Source: an optimization exercise on an open RTL-to-GDS flow (aim: small area). Production flows keep margins and buffers that such runs may drop. In this exercise RTL edits were held to simulation tests only and were not proved equivalent to the original.

File: config.mk
export PLATFORM = sky130hd
export DESIGN_NAME = ict_seq
export DESIGN_NICKNAME = ict_seq
export VERILOG_FILES = /design/flow/design.v
export SDC_FILE = /design/flow/constraint.sdc
export NUM_CORES = 4
export LEC_CHECK = 0
export CAP_MARGIN = 20
export CORE_MARGIN = 2
export CORE_UTILIZATION = 40
export PLACE_DENSITY = 0.6
export SLEW_MARGIN = 20
File: constraint.sdc
create_clock -name core_clock -period 10.0 [get_ports {clk}]
set_input_delay 2.0000 -clock core_clock [delete_from_list [all_inputs] [get_ports {clk}]]
set_output_delay 2.0000 -clock core_clock [all_outputs]
set_load 0.01 [all_outputs]
File: design.v
module ict_seq (
    input  wire        clk,
    input  wire        rst,
    input  wire        cmd_valid,
    output wire        cmd_ready,
    input  wire [2:0]  cmd_op,
    input  wire [23:0] cmd_addr,
    input  wire [15:0] cmd_len,
    input  wire [3:0]  cmd_step,
    input  wire        cmd_wide,
    input  wire        cmd_big,
    input  wire [31:0] cmd_seed,
    input  wire [15:0] cmd_mask,
    input  wire [31:0] cmd_crc,
    output reg         bus_req_valid,
    input  wire        bus_req_ready,
    output reg         bus_req_we,
    output reg  [23:0] bus_req_addr,
    output reg  [15:0] bus_req_wdata,
    output wire        bus_req_wide,
    input  wire        bus_rsp_valid,
    input  wire [15:0] bus_rsp_rdata,
    output reg         res_valid,
    output reg  [1:0]  res_code,
    output reg  [31:0] res_value,
    output reg  [23:0] res_addr,
    output reg  [15:0] res_exp,
    output reg  [15:0] res_act,
    output reg  [1:0]  res_pass
);
    localparam OP_ROMCRC  = 3'd0;
    localparam OP_ROMCHK  = 3'd1;
    localparam OP_ROMRAW  = 3'd2;
    localparam OP_RAMMARCH = 3'd3;
    localparam OP_RAMADDR = 3'd4;
    localparam OP_RAMFILL = 3'd5;
    localparam OP_RAMREAD = 3'd6;
    localparam RC_SUCCESS  = 2'd0;
    localparam RC_MISMATCH = 2'd1;
    localparam RC_UNIMPL   = 2'd2;
    localparam S_IDLE   = 3'd0;
    localparam S_NEXT   = 3'd1;    
    localparam S_REQ    = 3'd2;    
    localparam S_RSP    = 3'd3;    
    localparam S_CHECK  = 3'd4;    
    localparam S_DONE   = 3'd5;
    reg [2:0]  op;
    reg [23:0] start;
    reg [15:0] len;
    reg [3:0]  step;
    reg        wide;
    reg        big;
    reg [31:0] seed;
    reg [15:0] mask;
    reg [31:0] crc_exp;
    reg [2:0]  state;
    reg [15:0] idx;         
    reg [1:0]  pass;        
    reg        rd_phase;    
    reg [4:0]  pj;          
    reg [4:0]  pq;          
    reg [1:0]  aphase;      
    reg [31:0] rng;
    reg [31:0] crc;
    reg [15:0] rdata;
    reg [15:0] exp_val;     
    reg [23:0] cur_addr;
    assign cmd_ready    = (state == S_IDLE);
    assign bus_req_wide = wide;
    wire [4:0]  stride    = wide ? {step, 1'b0} : {1'b0, step};
    wire [15:0] wmask     = wide ? 16'hFFFF : 16'h00FF;
    wire [15:0] cmask     = mask & wmask;
    wire [23:0] lin_addr  = start + idx * stride;
    function [16:0] pset_idx(input [4:0] t);
        pset_idx = (t == 5'd0) ? 17'd0 : (17'd1 << (t - 5'd1));
    endfunction
    wire [16:0] pj_idx   = pset_idx(pj);
    wire [16:0] pq_idx   = pset_idx(pq);
    wire        pj_in    = (pj == 5'd0) || (pj_idx < {1'b0, len});
    wire        pq_in    = (pq == 5'd0) || (pq_idx < {1'b0, len});
    wire [23:0] pj_addr  = start + pj_idx[15:0] * stride;
    wire [23:0] pq_addr  = start + pq_idx[15:0] * stride;
    wire [31:0] rng_next  = rng * 32'd1664525 + 32'd1013904223;
    wire [15:0] pat       = rng_next[31:16] & wmask;
    wire [15:0] march_val = (pass == 2'd2) ? (~pat & wmask) : pat;
    function [31:0] crc_byte(input [31:0] c, input [7:0] b);
        integer k;
        reg [31:0] x;
        begin
            x = c ^ {24'd0, b};
            for (k = 0; k < 8; k = k + 1)
                x = x[0] ? ((x >> 1) ^ 32'hEDB88320) : (x >> 1);
            crc_byte = x;
        end
    endfunction
    wire [15:0] rd_w   = rdata & wmask;
    wire [31:0] crc_1  = crc_byte(crc, wide ? (big ? rd_w[15:8] : rd_w[7:0]) : rd_w[7:0]);
    wire [31:0] crc_2  = crc_byte(crc_1, big ? rd_w[7:0] : rd_w[15:8]);
    wire [31:0] crc_upd = wide ? crc_2 : crc_1;
    wire is_rom = (op == OP_ROMCRC) || (op == OP_ROMCHK) || (op == OP_ROMRAW);
    task finish(input [1:0] code);
        begin
            res_valid <= 1'b1;
            res_code  <= code;
            state     <= S_IDLE;
        end
    endtask
    task issue(input we, input [23:0] a, input [15:0] d);
        begin
            bus_req_valid <= 1'b1;
            bus_req_we    <= we;
            bus_req_addr  <= a;
            bus_req_wdata <= we ? (d & wmask) : 16'd0;
            cur_addr      <= a;
            state         <= S_REQ;
        end
    endtask
    always @(posedge clk) begin
        if (rst) begin
            state         <= S_IDLE;
            bus_req_valid <= 1'b0;
            bus_req_we    <= 1'b0;
            bus_req_addr  <= 24'd0;
            bus_req_wdata <= 16'd0;
            res_valid     <= 1'b0;
            res_code      <= 2'd0;
            res_value     <= 32'd0;
            res_addr      <= 24'd0;
            res_exp       <= 16'd0;
            res_act       <= 16'd0;
            res_pass      <= 2'd0;
            op            <= 3'd0;
            wide          <= 1'b0;
        end else begin
            res_valid <= 1'b0;
            case (state)
            S_IDLE: begin
                if (cmd_valid) begin
                    op       <= cmd_op;
                    start    <= cmd_addr;
                    len      <= cmd_len;
                    step     <= cmd_step;
                    wide     <= cmd_wide;
                    big      <= cmd_big;
                    seed     <= cmd_seed;
                    mask     <= cmd_mask;
                    crc_exp  <= cmd_crc;
                    idx      <= 16'd0;
                    pass     <= 2'd1;
                    rd_phase <= 1'b0;
                    pj       <= 5'd0;
                    pq       <= 5'd0;
                    aphase   <= 2'd0;
                    rng      <= cmd_seed;
                    crc      <= 32'hFFFFFFFF;
                    res_value <= 32'd0;
                    res_addr <= 24'd0;
                    res_exp  <= 16'd0;
                    res_act  <= 16'd0;
                    res_pass <= 2'd0;
                    state    <= (cmd_op == 3'd7) ? S_DONE : S_NEXT;
                end
            end
            S_DONE: begin
                finish(RC_UNIMPL);
            end
            S_NEXT: begin
                case (op)
                OP_ROMCRC, OP_ROMCHK, OP_ROMRAW, OP_RAMREAD: begin
                    if (idx == len) begin
                        if (is_rom && op != OP_ROMRAW)
                            res_value <= ~crc;
                        if (op == OP_ROMCHK && ~crc != crc_exp) begin
                            res_addr <= start;
                            finish(RC_MISMATCH);
                        end else begin
                            finish(RC_SUCCESS);
                        end
                    end else begin
                        issue(1'b0, lin_addr, 16'd0);
                    end
                end
                OP_RAMFILL: begin
                    if (idx == len) finish(RC_SUCCESS);
                    else issue(1'b1, lin_addr, seed[15:0]);
                end
                OP_RAMMARCH: begin
                    if (idx == len) begin
                        idx <= 16'd0;
                        rng <= seed;
                        if (!rd_phase) begin
                            rd_phase <= 1'b1;
                        end else if (pass == 2'd1) begin
                            rd_phase <= 1'b0;
                            pass     <= 2'd2;
                        end else begin
                            finish(RC_SUCCESS);
                        end
                    end else begin
                        exp_val <= march_val;
                        issue(!rd_phase, lin_addr, march_val);
                    end
                end
                OP_RAMADDR: begin
                    if (len == 16'd0) begin
                        finish(RC_SUCCESS);
                    end else begin
                        case (aphase)
                        2'd0: begin
                            if (!pj_in) begin
                                pj     <= 5'd0;
                                aphase <= 2'd1;
                            end else begin
                                issue(1'b1, pj_addr, 16'd0);
                            end
                        end
                        2'd1: begin
                            if (!pj_in) finish(RC_SUCCESS);
                            else issue(1'b1, pj_addr, mask);
                        end
                        2'd2: begin
                            if (!pq_in) begin
                                aphase <= 2'd3;
                            end else begin
                                exp_val <= (pq == pj) ? mask : 16'd0;
                                issue(1'b0, pq_addr, 16'd0);
                            end
                        end
                        2'd3: begin
                            issue(1'b1, pj_addr, 16'd0);
                        end
                        endcase
                    end
                end
                default: finish(RC_UNIMPL);
                endcase
            end
            S_REQ: begin
                if (bus_req_ready) begin
                    bus_req_valid <= 1'b0;
                    if (bus_req_we) begin
                        state <= S_NEXT;
                        case (op)
                        OP_RAMADDR: begin
                            case (aphase)
                            2'd0: pj <= pj + 5'd1;
                            2'd1: begin aphase <= 2'd2; pq <= 5'd0; end
                            default: begin aphase <= 2'd1; pj <= pj + 5'd1; end
                            endcase
                        end
                        OP_RAMMARCH: begin
                            idx <= idx + 16'd1;
                            rng <= rng_next;
                        end
                        default: idx <= idx + 16'd1;
                        endcase
                    end else begin
                        state <= S_RSP;
                    end
                end
            end
            S_RSP: begin
                if (bus_rsp_valid) begin
                    rdata <= bus_rsp_rdata;
                    state <= S_CHECK;
                end
            end
            S_CHECK: begin
                state <= S_NEXT;
                case (op)
                OP_ROMCRC, OP_ROMCHK: begin
                    crc <= crc_upd;
                    idx <= idx + 16'd1;
                end
                OP_RAMMARCH: begin
                    if ((rdata & cmask) != (exp_val & cmask)) begin
                        res_addr <= cur_addr;
                        res_exp  <= exp_val & cmask;
                        res_act  <= rdata & cmask;
                        res_pass <= pass;
                        finish(RC_MISMATCH);
                    end else begin
                        idx <= idx + 16'd1;
                        rng <= rng_next;
                    end
                end
                OP_RAMADDR: begin
                    if ((rdata & cmask) != (exp_val & cmask)) begin
                        res_addr <= cur_addr;
                        res_exp  <= exp_val & cmask;
                        res_act  <= rdata & cmask;
                        finish(RC_MISMATCH);
                    end else begin
                        pq <= pq + 5'd1;
                    end
                end
                default: idx <= idx + 16'd1;
                endcase
            end
            default: state <= S_IDLE;
            endcase
        end
    end
endmodule
File: run.sh
#!/bin/bash
# synth_recipe.tcl (not shown) runs the flow's synth.tcl, then flattens the netlist and writes it again
# the make line also repeats each setting of config.mk as NAME=value (left out here)
make -C /OpenROAD-flow-scripts/flow DESIGN_CONFIG=/design/flow/config.mk WORK_HOME=/design/flow/orfs CLKGATE_MAP_FILE= SYNTH_SCRIPT=/design/flow/synth_recipe.tcl finish
==> flow_summary.json <==
{
  "core-area_mm2": 0.08987,
  "nets": 4680,
  "crit_path_start_kind": "flop",
  "cp_max_fo": 10,
  "cts_tree": "done",
  "grt_pass1_wl_um": 178200,
  "synth_flop_cell": "edfxtp_1",
  "multiInputGateArea_mm2": 0.02272,
  "cts-hold-fix-buffers": 0,
  "insertion_delay_ns": 0.64,
  "fin_setup_tns_ns": 0,
  "gp_congestion": 0.9515,
  "slew_headroom_pct": 29.84,
  "vias_per_cell": 5.452,
  "vias": 27960,
  "grt_max_degree": 91,
  "dp.cells": 5037,
  "fin_crit_ns": 7.207,
  "drc_errors": 0,
  "synth_edf_count": 276,
  "syn_area_mm2": 0.03626,
  "initialDrtViolationCount": 2400,
  "dieArea_mm2": 0.09308,
  "drv_slew": 0,
  "cts_setup_buffers": 0,
  "cts_buffers": 48,
  "grt_util_all_layers_pct": 25.42,
  "place_hpwl_um": 93160,
  "cts.clk_slew.worst_paths_ns": 0.06,
  "setup_viol": 0,
  "drive_gt1_share_pct": 4.327,
  "max-clock-path-buffers": 3,
  "end_kind": "flop",
  "post-route-util_pct": 46.64,
  "antenna_found_initial": 4,
  "ios": 287,
  "io_buffer_count": 286,
  "hp-class": "flop to flop",
  "critical_path_class": "flop to flop",
  "fin_worst_skew_ns": 0.05004,
  "layout.cells.most_common_list": "inv_1 (504), nand2_1 (336), fa_1 (320)",
  "start_util_pct": 40.35,
  "post-route-period-util_pct": 72.07,
  "grt_setup_unrepaired": "false",
  "grt_overflow": 0,
  "clock-root-buffer": "clkbuf_16",
  "die_w_um": 305.1,
  "ys_seq_area_share_pct": 30.69,
  "die_height_um": 305.1,
  "htreeDepth": 2,
  "final_common_cell": "inv_1",
  "status": "no timing/DRC/antenna violations",
  "place_ws_ns": 2.852,
  "yosysWarnings": 1,
  "cts_resized": 0,
  "syn_nets": 4471,
  "layout.area.seq_mm2": 0.01113,
  "syn_to_final_growth_pct": 15.59,
  "worst_slack_ns": 2.793,
  "clkSinkCount": 418,
  "netlist_instances": 3703,
  "syn_avg_cell_area_um2": 9.793,
  "routed_wl_um": 118700,
  "worst_pin_slew_ns": 1.052,
  "num_rows": 110,
  "cp.required_ns": 10.51,
  "hold_viol": 0,
  "cap_violations": 0,
  "wl_per_cell_um": 23.14,
  "timing.fmax_ghz": 0.1387,
  "synth_cell_type_count": 85,
  "async_flop_share_pct": 0,
  "final_cells": 5129,
  "fill_cells": 8631,
  "drtPass1Iterations": 6,
  "synth_seq_cells": 418,
  "fin_area_mm2": 0.04192,
  "place_area_mm2": 0.04035,
  "grt_pass1_vias": 28040,
  "worstPathArrival_ns": 7.72,
  "postRouteAntennaNets": 0
}
[sequential cells by signal, summed over array words and instances (netlist names), 3 cells and up]
| register | cells |
|---|---|
| cur_addr | 24 |
| res_act | 16 |
| seed | 32 |
| idx | 16 |
| rdata | 16 |
| len | 16 |
| res_exp | 16 |
| start | 24 |
| rng | 32 |
| res_value | 32 |
| pj | 5 |
| pq | 5 |
| state | 3 |
| crc_exp | 32 |
| mask | 16 |
| crc | 32 |
| exp_val | 16 |
| op | 3 |
| bus_req_addr | 24 |
| step | 4 |
| res_addr | 24 |
| bus_req_wdata | 16 |
[path summary, 6_finish.rpt]
kind,startpoint,endpoint,slack (ns),cells after the start
worst max-delay path,rng[1]$_DFFE_PP_,bus_req_wdata[15]$_SDFFE_PP0P_,2.79,24
worst min-delay path,res_code[1]$_SDFFE_PP0P_,res_code[1]$_SDFFE_PP0P_,0.46,2
worst max register to register,rng[1]$_DFFE_PP_,bus_req_wdata[15]$_SDFFE_PP0P_,2.79,24
worst min register to register,res_code[1]$_SDFFE_PP0P_,res_code[1]$_SDFFE_PP0P_,0.46,2
[metal layers]
metal  up-vias  GRT usage [%]  routed length, um
met4         4          7.932               3905
met2      1003          41.70              55590
met3       194          3.943               8389
li1      12890              -                  -
met1     13870          34.49              50760
met5         -              0                 29
[stage by stage]
| stage | hold slack (ns) |
|---|---|
| floorplan | 0.4615 |
| global placement | 0.4447 |
| detailed placement | 0.4491 |
| CTS | 0.4571 |
| global route | 0.4784 |
| finish | 0.4563 |
[cells in the mapped netlist, types with 6 or more instances]
| cell type | count | area, um2 |
|---|---|---|
| and3_1 | 20 | 125.1 |
| a311oi_1 | 6 | 52.55 |
| o22ai_1 | 6 | 37.54 |
| nand3b_1 | 6 | 45.04 |
| o21a_1 | 21 | 157.7 |
| a21o_1 | 45 | 337.8 |
| a31oi_1 | 12 | 75.07 |
| a22oi_1 | 59 | 442.9 |
| o22a_1 | 6 | 52.55 |
| xnor2_2 | 10 | 162.7 |
| xnor2_1 | 196 | 1717 |
| a22o_1 | 11 | 96.34 |
| nor2b_1 | 35 | 219.0 |
| mux2i_1 | 41 | 410.4 |
| nand2b_1 | 22 | 137.6 |
| o31a_1 | 6 | 52.55 |
| a21oi_1 | 165 | 825.8 |
| nand3_1 | 66 | 330.3 |
| nor2_1 | 318 | 1194 |
| nor3b_1 | 6 | 45.04 |
| dfxtp_1 | 142 | 2843 |
| nand2_1 | 336 | 1261 |
| xor2_1 | 106 | 928.4 |
| nand4_1 | 22 | 137.6 |
| fa_1 | 320 | 6406 |
| a222oi_1 | 12 | 120.1 |
| o21bai_1 | 9 | 67.56 |
| o21ai_0 | 104 | 520.5 |
| xnor3_1 | 11 | 247.7 |
| clkbuf_1 | 133 | 499.2 |
| buf_1 | 23 | 86.33 |
| ha_1 | 298 | 3729 |
| or3_1 | 11 | 68.82 |
| inv_1 | 504 | 1892 |
| o211ai_1 | 29 | 217.7 |
| a32oi_1 | 19 | 166.4 |
| nor4_1 | 22 | 137.6 |
| a211oi_1 | 57 | 427.9 |
| edfxtp_1 | 276 | 8288 |
| and2_1 | 39 | 244.0 |
| nor3_1 | 76 | 380.4 |
[critical path, stage by stage (launching register included)]
cell and delay [ns]:
edfxtp_1 0.59, inv_1 0.20, ha_1 0.37, xor2_1 0.56, inv_1 0.11, ha_1 0.20, a21o_1 0.17, fa_1 0.47
fa_1 0.49, inv_1 0.05, fa_1 0.48, inv_1 0.05, fa_1 0.49, fa_1 0.42, ha_1 0.37, a21o_1 0.20
a21o_1 0.18, a21oi_1 0.22, nand2_1 0.07, a211o_1 0.31, a21oi_1 0.15, a21oi_1 0.09, xnor2_1 0.34, mux2i_1 0.12
a2111oi_0 0.34
[cell families after synthesis]
| group | count (synthesis) | share of synthesized area [%] |
|---|---|---|
| AND/OR/NAND/NOR | 994 | 12.29 |
| buffers and inverters | 668 | 6.963 |
| AO/OA/AOI/OAI | 621 | 11.44 |
| adder cells (fa/ha/maj) | 618 | 27.95 |
| flip-flops | 418 | 30.69 |
| XOR/XNOR | 337 | 9.330 |
| multiplexers | 47 | 1.332 |
[layout make-up]
type / instances / share of cell area, %
inverters: 505 / 4.522
well taps: 1176 / 3.510
multi-input cells: 2617 / 54.19
clock buffers: 66 / 3.197
flip-flops and latches: 418 / 26.56
repair buffers: 322 / 7.486
diodes: 1 / 0.005970
clock inverters: 24 / 0.5253

==> static timing again, ports no longer ideal <==
Ports are ideal in the flow. The routed layout listed here was re-timed in OpenROAD.
Step 1 (the two cells are an assumption about what drives the block):
set clk [get_ports {clk}]
set_driving_cell -lib_cell sky130_fd_sc_hd__clkbuf_16 $clk
set_driving_cell -lib_cell sky130_fd_sc_hd__buf_2 [delete_from_list [all_inputs] $clk]
Step 2 also shifts input and output timing later by t, the mid clock arrival at the registers, as if the neighbouring blocks saw the same clock.
Slacks: no drivers / after step 1 / after step 2; pairs: no drivers / after step 1.
t (ns): 0.692
setup WS [ns]: 2.793 / 2.793 / 2.793
hold WS [ns]: 0.456 / 0.456 / 0.456
worst register clock-pin slew, ns: 0.08 / 0.08
cell pins on the clock port's net: 1
After both steps setup and hold are still met in this run. The setup slack of this run moves by 0.000 ns with the drivers and by 0.000 ns with both steps.
